What follows belongs to an exercise in optimizing a design on an open flow for small area, a short achievable clock period and few clock cycles; a production flow would make more cautious choices. The RTL was checked by simulation tests, not by an equivalence proof against the original design. No activity file was given, so power comes from the tool's default toggle rates.

`design/flow/config.mk`:
```
export PLATFORM = sky130hd
export DESIGN_NAME = tp_core
export DESIGN_NICKNAME = tp_core
export VERILOG_FILES = /design/flow/design.v
export SDC_FILE = /design/flow/constraint.sdc
export NUM_CORES = 4
export LEC_CHECK = 0
export CAP_MARGIN = 20
export CORE_MARGIN = 2
export CORE_UTILIZATION = 40
export SLEW_MARGIN = 20
```
`design/flow/constraint.sdc`:
```
create_clock -name core_clock -period 10.0 [get_ports {clk}]
set_input_delay 2.0000 -clock core_clock [delete_from_list [all_inputs] [get_ports {clk}]]
set_output_delay 2.0000 -clock core_clock [all_outputs]
set_load 0.01 [all_outputs]
```
`design/flow/design.v`:
```
module tp_core (
    input  wire        clk,
    input  wire        rst,
    input  wire        in_valid,
    input  wire [7:0]  in_data,
    input  wire        in_last,
    output wire        in_ready,
    output reg         bit_valid,
    output reg         bit_data,
    output reg         pm_valid,
    output reg  [7:0]  pm_pos,
    output reg  [31:0] pm_obs,
    output reg  [5:0]  pm_obsn,
    output reg  [4:0]  pm_score,
    output reg         fr_valid,
    output reg  [7:0]  fr_start,
    output reg  [7:0]  fr_end,
    output wire        done,
    output reg  [9:0]  marker_count,
    output reg  [7:0]  bit_count,
    output reg  [2:0]  frame_count,
    output reg  [7:0]  frame_min_len,
    output reg  [7:0]  frame_max_len,
    output reg  [7:0]  pm_count,
    output wire        diag
);
    localparam [31:0] SYNCW = 32'hC3A55A1E;   
    localparam integer N_MAX = 512;
    localparam [2:0] S_RUN   = 3'd0,
                     S_WAIT  = 3'd1,
                     S_FLUSH = 3'd2,
                     S_CLOSE = 3'd3,
                     S_DONE  = 3'd4;
    reg [2:0] state;
    reg [2:0] fk;             
    assign in_ready = (state == S_RUN);
    assign done     = (state == S_DONE);
    assign diag     = (bit_count != 8'd0) && (frame_count == 3'd0);
    wire accept = in_valid && in_ready;
    reg [1:0] samp [0:N_MAX-1];    
    reg [8:0] t;                   
    reg [8:0] prev;                
    reg       prev_valid;
    wire       ch0    = in_data[0];
    wire       ch1    = in_data[1];
    wire       marker = ch0 & ch1;
    wire [9:0] msum   = {1'b0, prev} + {1'b0, t};
    wire [8:0] mid    = msum[9:1];
    wire [1:0] ms     = samp[mid];
    wire       dec_ok = ms[0] ^ ms[1];
    wire       dec_b  = ms[1];
    always @(posedge clk) begin
        if (accept)
            samp[t] <= {ch1, ch0};
    end
    reg  [31:0] win;               
    reg         frame_open;
    reg  [7:0]  fstart;
    reg  [8:0]  next_ok;           
    wire        shift_real  = bit_valid;
    wire        shift_flush = (state == S_FLUSH);
    wire        shift       = shift_real | shift_flush;
    wire [31:0] win_n       = {win[30:0], shift_real ? bit_data : 1'b0};
    wire [8:0]  k           = {1'b0, bit_count} + (shift_flush ? {6'd0, fk} : 9'd0);
    wire [8:0]  p           = k - 9'd31;
    wire        have_win    = (k >= 9'd31);
    wire [23:0] diff = win_n[31:8] ^ SYNCW[31:8];
    reg  [4:0]  ndiff;
    integer j;
    always @(*) begin
        ndiff = 5'd0;
        for (j = 0; j < 24; j = j + 1)
            ndiff = ndiff + {4'd0, diff[j]};
    end
    wire [4:0] score = 5'd24 - ndiff;
    wire pm_hit    = shift && have_win && (score >= 5'd20);
    wire exact_hit = shift_real && have_win && (win_n == SYNCW) && (p >= next_ok);
    wire [7:0] cur_len   = p[7:0] - fstart;
    wire [7:0] close_len = bit_count - fstart;
    always @(posedge clk) begin
        if (rst) begin
            state         <= S_RUN;
            fk            <= 3'd0;
            t             <= 9'd0;
            prev          <= 9'd0;
            prev_valid    <= 1'b0;
            marker_count  <= 10'd0;
            bit_valid     <= 1'b0;
            bit_data      <= 1'b0;
            win           <= 32'd0;
            bit_count     <= 8'd0;
            frame_open    <= 1'b0;
            fstart        <= 8'd0;
            next_ok       <= 9'd0;
            frame_count   <= 3'd0;
            frame_min_len <= 8'd0;
            frame_max_len <= 8'd0;
            pm_count      <= 8'd0;
            pm_valid      <= 1'b0;
            pm_pos        <= 8'd0;
            pm_obs        <= 32'd0;
            pm_obsn       <= 6'd0;
            pm_score      <= 5'd0;
            fr_valid      <= 1'b0;
            fr_start      <= 8'd0;
            fr_end        <= 8'd0;
        end else begin
            bit_valid <= 1'b0;
            if (accept) begin
                t <= t + 9'd1;
                if (marker) begin
                    marker_count <= marker_count + 10'd1;
                    if (prev_valid && dec_ok) begin
                        bit_valid <= 1'b1;
                        bit_data  <= dec_b;
                    end
                    prev       <= t;
                    prev_valid <= 1'b1;
                end
            end
            pm_valid <= 1'b0;
            fr_valid <= 1'b0;
            if (shift) begin
                win <= win_n;
                if (shift_real)
                    bit_count <= bit_count + 8'd1;
                if (pm_hit) begin
                    pm_valid <= 1'b1;
                    pm_pos   <= p[7:0];
                    pm_obs   <= win_n;
                    pm_obsn  <= shift_flush ? (6'd31 - {3'd0, fk}) : 6'd32;
                    pm_score <= score;
                    pm_count <= pm_count + 8'd1;
                end
                if (exact_hit) begin
                    if (frame_open) begin
                        fr_valid    <= 1'b1;
                        fr_start    <= fstart;
                        fr_end      <= p[7:0];
                        frame_count <= frame_count + 3'd1;
                        if (frame_count == 3'd0 || cur_len < frame_min_len)
                            frame_min_len <= cur_len;
                        if (frame_count == 3'd0 || cur_len > frame_max_len)
                            frame_max_len <= cur_len;
                    end
                    frame_open <= 1'b1;
                    fstart     <= p[7:0];
                    next_ok    <= p + 9'd32;
                end
            end
            case (state)
                S_RUN: begin
                    if (accept && in_last)
                        state <= S_WAIT;
                end
                S_WAIT: begin
                    state <= S_FLUSH;
                    fk    <= 3'd0;
                end
                S_FLUSH: begin
                    fk <= fk + 3'd1;
                    if (fk == 3'd7)
                        state <= S_CLOSE;
                end
                S_CLOSE: begin
                    if (frame_open) begin
                        fr_valid    <= 1'b1;
                        fr_start    <= fstart;
                        fr_end      <= bit_count;
                        frame_count <= frame_count + 3'd1;
                        if (frame_count == 3'd0 || close_len < frame_min_len)
                            frame_min_len <= close_len;
                        if (frame_count == 3'd0 || close_len > frame_max_len)
                            frame_max_len <= close_len;
                    end
                    state <= S_DONE;
                end
                S_DONE: begin
                    state         <= S_RUN;
                    t             <= 9'd0;
                    prev          <= 9'd0;
                    prev_valid    <= 1'b0;
                    marker_count  <= 10'd0;
                    win           <= 32'd0;
                    bit_count     <= 8'd0;
                    frame_open    <= 1'b0;
                    fstart        <= 8'd0;
                    next_ok       <= 9'd0;
                    frame_count   <= 3'd0;
                    frame_min_len <= 8'd0;
                    frame_max_len <= 8'd0;
                    pm_count      <= 8'd0;
                end
                default: state <= S_RUN;
            endcase
        end
    end
endmodule
```
`design/flow/run.sh`:
```
#!/bin/bash
# synth_recipe.tcl (not shown) runs the flow's synth.tcl, then flattens the netlist and writes it again
# the make line also repeats each setting of config.mk as NAME=value (left out here)
make -C /OpenROAD-flow-scripts/flow DESIGN_CONFIG=/design/flow/config.mk WORK_HOME=/design/flow/orfs CLKGATE_MAP_FILE= SYNTH_SCRIPT=/design/flow/synth_recipe.tcl finish
```
==> flow_summary.yaml <==
placed_design:
  place_congestion: 0.802
  dp_hpwl_um: 74800
  numPortBuffers: 124
  dpl_worst_slack_ps: 3750
  place_inst: 5222
sta:
  setup_violations: 0
  slew_headroom_pct: 21.6
  worst_pin_slew_ps: 1170
  rsz0062_at_grt: "false"
  whs_ps: 451
  finalCritPeriodShare_pct: 62.5
  fmax_mhz: 160
  slew_violations: 0
  fin_ws_ps: 3750
  final_hold_viol_count: 0
  min_period_ps: 6250
  setup_tns_ps: 0
  finClkSkew_ps: 21.1
grt:
  grt_max_degree: 254
  grt_first_pass_wirelength_um: 191000
  grt_usage_pct: 19.4
  grt_pass1_vias: 29800
  overflow: 0
  antenna_found_initial: 0
critical_path:
  critPathLaunchType: "flop"
  critPathKind: "flop to flop"
  cp.arrival_ps: 6870
  path_max_fanout: 53
  cp-end-kind: "flop"
  worstRegToRegCells: 21
  cp_data_required_time_ps: 10610
clock_network:
  cts_setup_buffers: 0
  holdBufCountCts: 0
  cts_buffer_depth: 3
  cts_tree: "yes"
  cts_max_level: 4
  numCtsBuffers: 130
  clkSinkCount: 1208
  path_clk_slew_ps: 60
  cts_resized: 0
  insertion_delay_ps: 750
  cts_root_buffer: "clkbuf_16"
hold_path:
  hp-class: "flop to flop"
  min_path_cells: 2
power:
  irDropWorstVdd_v: 0.000180
  power.density_mw_per_mm2: 177
  switching_share_pct: 21.5
  p_leak_nw: 18.3
  internal_power_mw: 8.18
  power_frac_clock_pct: 43.4
  comb_power_share_pct: 4.2
  p_seq_share_pct: 52.4
  total_power_mw: 10.4
  power_switching_mw: 2.24
drt:
  drt_iter0_markers: 3280
  vias_per_cell: 5.49
  first_pass_iters: 6
  drtAntennaViolNets: 0
  wl_um: 129000
  vias: 30000
  drc: 0
  wl_per_cell_um: 23.6
cells_and_area:
  nNetsFinal: 3740
  diodes: 0
  fin_cells: 5456
  final_layout_size_suffix_gt1_share_pct: 15.3
  area_delta_synth_final_pct: 13.3
logic_synthesis:
  synth.most_common_cell: "edfxtp_1"
  ys_ff_latch: 1208
  async_flop_share_pct: 0
  ys_top_cells_by_area: "edfxtp_1 (59%), mux4_2 (12%), dfxtp_1 (7.1%)"
  synth_nets: 3664
  synthesis.area_sq_mm: 0.0519
  syn_inst: 3537
  avgSynthCellArea_sq_um: 14.7
  synth.yosys.seq_area_share_pct: 66.3
  ys.flop_type: "edfxtp_1"
  ys.warnings.count: 1
  synth_common_cells: "edfxtp_1 (1024), nor2_1 (631), nand2_1 (331), mux4_2 (284), dfxtp_1 (184)"
  synth.distinct_cells: 80
  synth-edff-count: 1024
  netlist.area_leader.share_pct: 59.2
  yosys.area.top_type: "edfxtp_1"
job:
  max_cap_viol_count: 0
floorplan:
  die_h_um: 364
  fp.coreArea_sq_mm: 0.129
  chipWidth_um: 364
  rows: 132
  io_pins: 131
  die_area_sq_mm: 0.133
  start_util_pct: 40.2
run_status:
  outcome: "complete, no violations"
## sequential cells by signal, indices dropped and copies added, names as in the netlist, 9 cells and up, named ones only
register,count
pm_obs,32
t,9
prev,9
samp,1024
win,31
marker_count,10
## final timing paths
path | start | endpoint | slack (ps)
worst max-delay path | win[11] | pm_count[6] | 3750
worst min-delay path | pm_obs[2] | pm_obs[2] | 450
worst max register to register | win[11] | pm_count[6] | 3750
worst min register to register | pm_obs[2] | pm_obs[2] | 450
## stage by stage
| step | instance area [sq um] | util (%) |
|---|---|---|
| after global routing | 58800 | 45.6 |
| after floorplan | 51900 | - |
| after CTS | 58800 | 45.5 |
| after detailed placement | 54800 | 42.5 |
| after global placement | 54800 | 42.5 |
| final | 58800 | 45.6 |
## layout by cell type (no fill, tap or decap), types with 6 or more instances in the layout
| master | Yosys | final |
|---|---|---|
| edfxtp_1 | 1024 | 1024 |
| nor2_1 | 631 | 628 |
| nand2_1 | 331 | 313 |
| mux4_2 | 284 | 284 |
| dfxtp_1 | 184 | 184 |
| a21oi_1 | 150 | 150 |
| clkbuf_16 | 0 | 132 |
| clkdlybuf4s50_1 | 0 | 121 |
| ha_1 | 93 | 93 |
| inv_1 | 90 | 90 |
| buf_4 | 26 | 47 |
| mux2i_1 | 46 | 46 |
| nand3_1 | 38 | 38 |
| and3_1 | 35 | 35 |
| o21ai_0 | 34 | 34 |
| clkbuf_1 | 151 | 34 |
| xor2_1 | 34 | 33 |
| clkinv_1 | 0 | 30 |
| xnor2_1 | 25 | 25 |
| o22ai_1 | 23 | 23 |
| fa_1 | 22 | 21 |
| nand4_1 | 18 | 18 |
| nor3_1 | 17 | 17 |
| a211oi_1 | 16 | 16 |
| mux2_2 | 16 | 16 |
| a21o_1 | 15 | 15 |
| nand2b_1 | 15 | 15 |
| o21a_1 | 15 | 15 |
| nand2_2 | 0 | 12 |
| o211ai_1 | 11 | 11 |
| clkinv_2 | 0 | 11 |
| or3_1 | 10 | 10 |
| a311oi_1 | 10 | 10 |
| nor2b_1 | 11 | 9 |
| nor4_1 | 9 | 9 |
| and2_1 | 9 | 7 |
| inv_6 | 0 | 7 |
| nand2_4 | 0 | 6 |
| a221oi_1 | 6 | 6 |
| clkinv_8 | 0 | 6 |
## cell families after synthesis
logic type	synth area share [%]
and+or+nand+nor	9.18
muxes	13.6
xor gates and xnor gates	1.03
AOI/OAI and AO/OA	4.12
buffers and inverters	2.70
DFF	66.3
adders and majority gates	3.09
## worst max-delay path: stages, from the launching register on
cell,delay (ps)
dfxtp_1,390
inv_1,80
fa_1,430
ha_1,310
fa_1,500
fa_1,500
inv_1,50
fa_1,470
inv_1,50
fa_1,380
fa_1,460
inv_1,70
ha_1,130
inv_1,60
fa_1,430
xnor2_1,140
a21oi_1,240
and2_2,840
and3_1,300
nand4_1,120
xor2_1,140
nor2_1,50
## metal layers
metal | vias to the layer above | global-route usage (%) | wire length (um)
li1 | 13400 | - | -
met2 | 1066 | 31.7 | 62200
met4 | 0 | 5.42 | 2770
met5 | - | 0 | 0
met1 | 15300 | 26.7 | 54700
met3 | 191 | 3.54 | 9130
## cell type report
type                    count  area [sq um]
clock buffers             169          3470
clock inverters            64           478
fillers                 11400         70300
inverters                  90           338
multi-input cells        2006         16200
flip-flops and latches   1208         34400
well taps                1742          2180
repair buffers            177          1720
## power by group through the flow
stage	Sequential, mW	Combinational, mW	Clock (mW)
4_1_cts	5.46	0.442	4.61
6_report	5.46	0.435	4.52
5_1_grt	5.46	0.470	4.81
2_1_floorplan	5.57	0.288	0
3_3_place_gp	5.57	0.437	0
3_5_place_dp	5.57	0.441	0
Testbench counts, summed over its fixed seeds: cycles 49,706.

-- static timing again, ports no longer ideal --
The results above use ideal ports. As a check the final layout listed here was re-extracted and re-timed, cells and wires unchanged.
Step 1 sets driving cells, clkbuf_16 on the clock port and buf_2 on the other inputs (assumed; they add their load-dependent delay and slew).
Step 2, shift: input delay + t, output delay - t, t = (earliest + latest rising clock arrival at the registers) / 2. This alone moves slack from input paths to output paths.
a / b / c = ideal ports / drivers / drivers and shift; a / b = the first two.
t, ns: 0.813
setup WS [ns]: 3.746 / 3.746 / 3.746
worst setup path at the end: register to register
worst register clock-pin slew, ns: 0.06 / 0.06
cell pins on the clock port's net: 1
After both steps this run still meets setup and hold. The setup slack of this run moves by 0.000 ns with the drivers and by 0.000 ns with both steps.
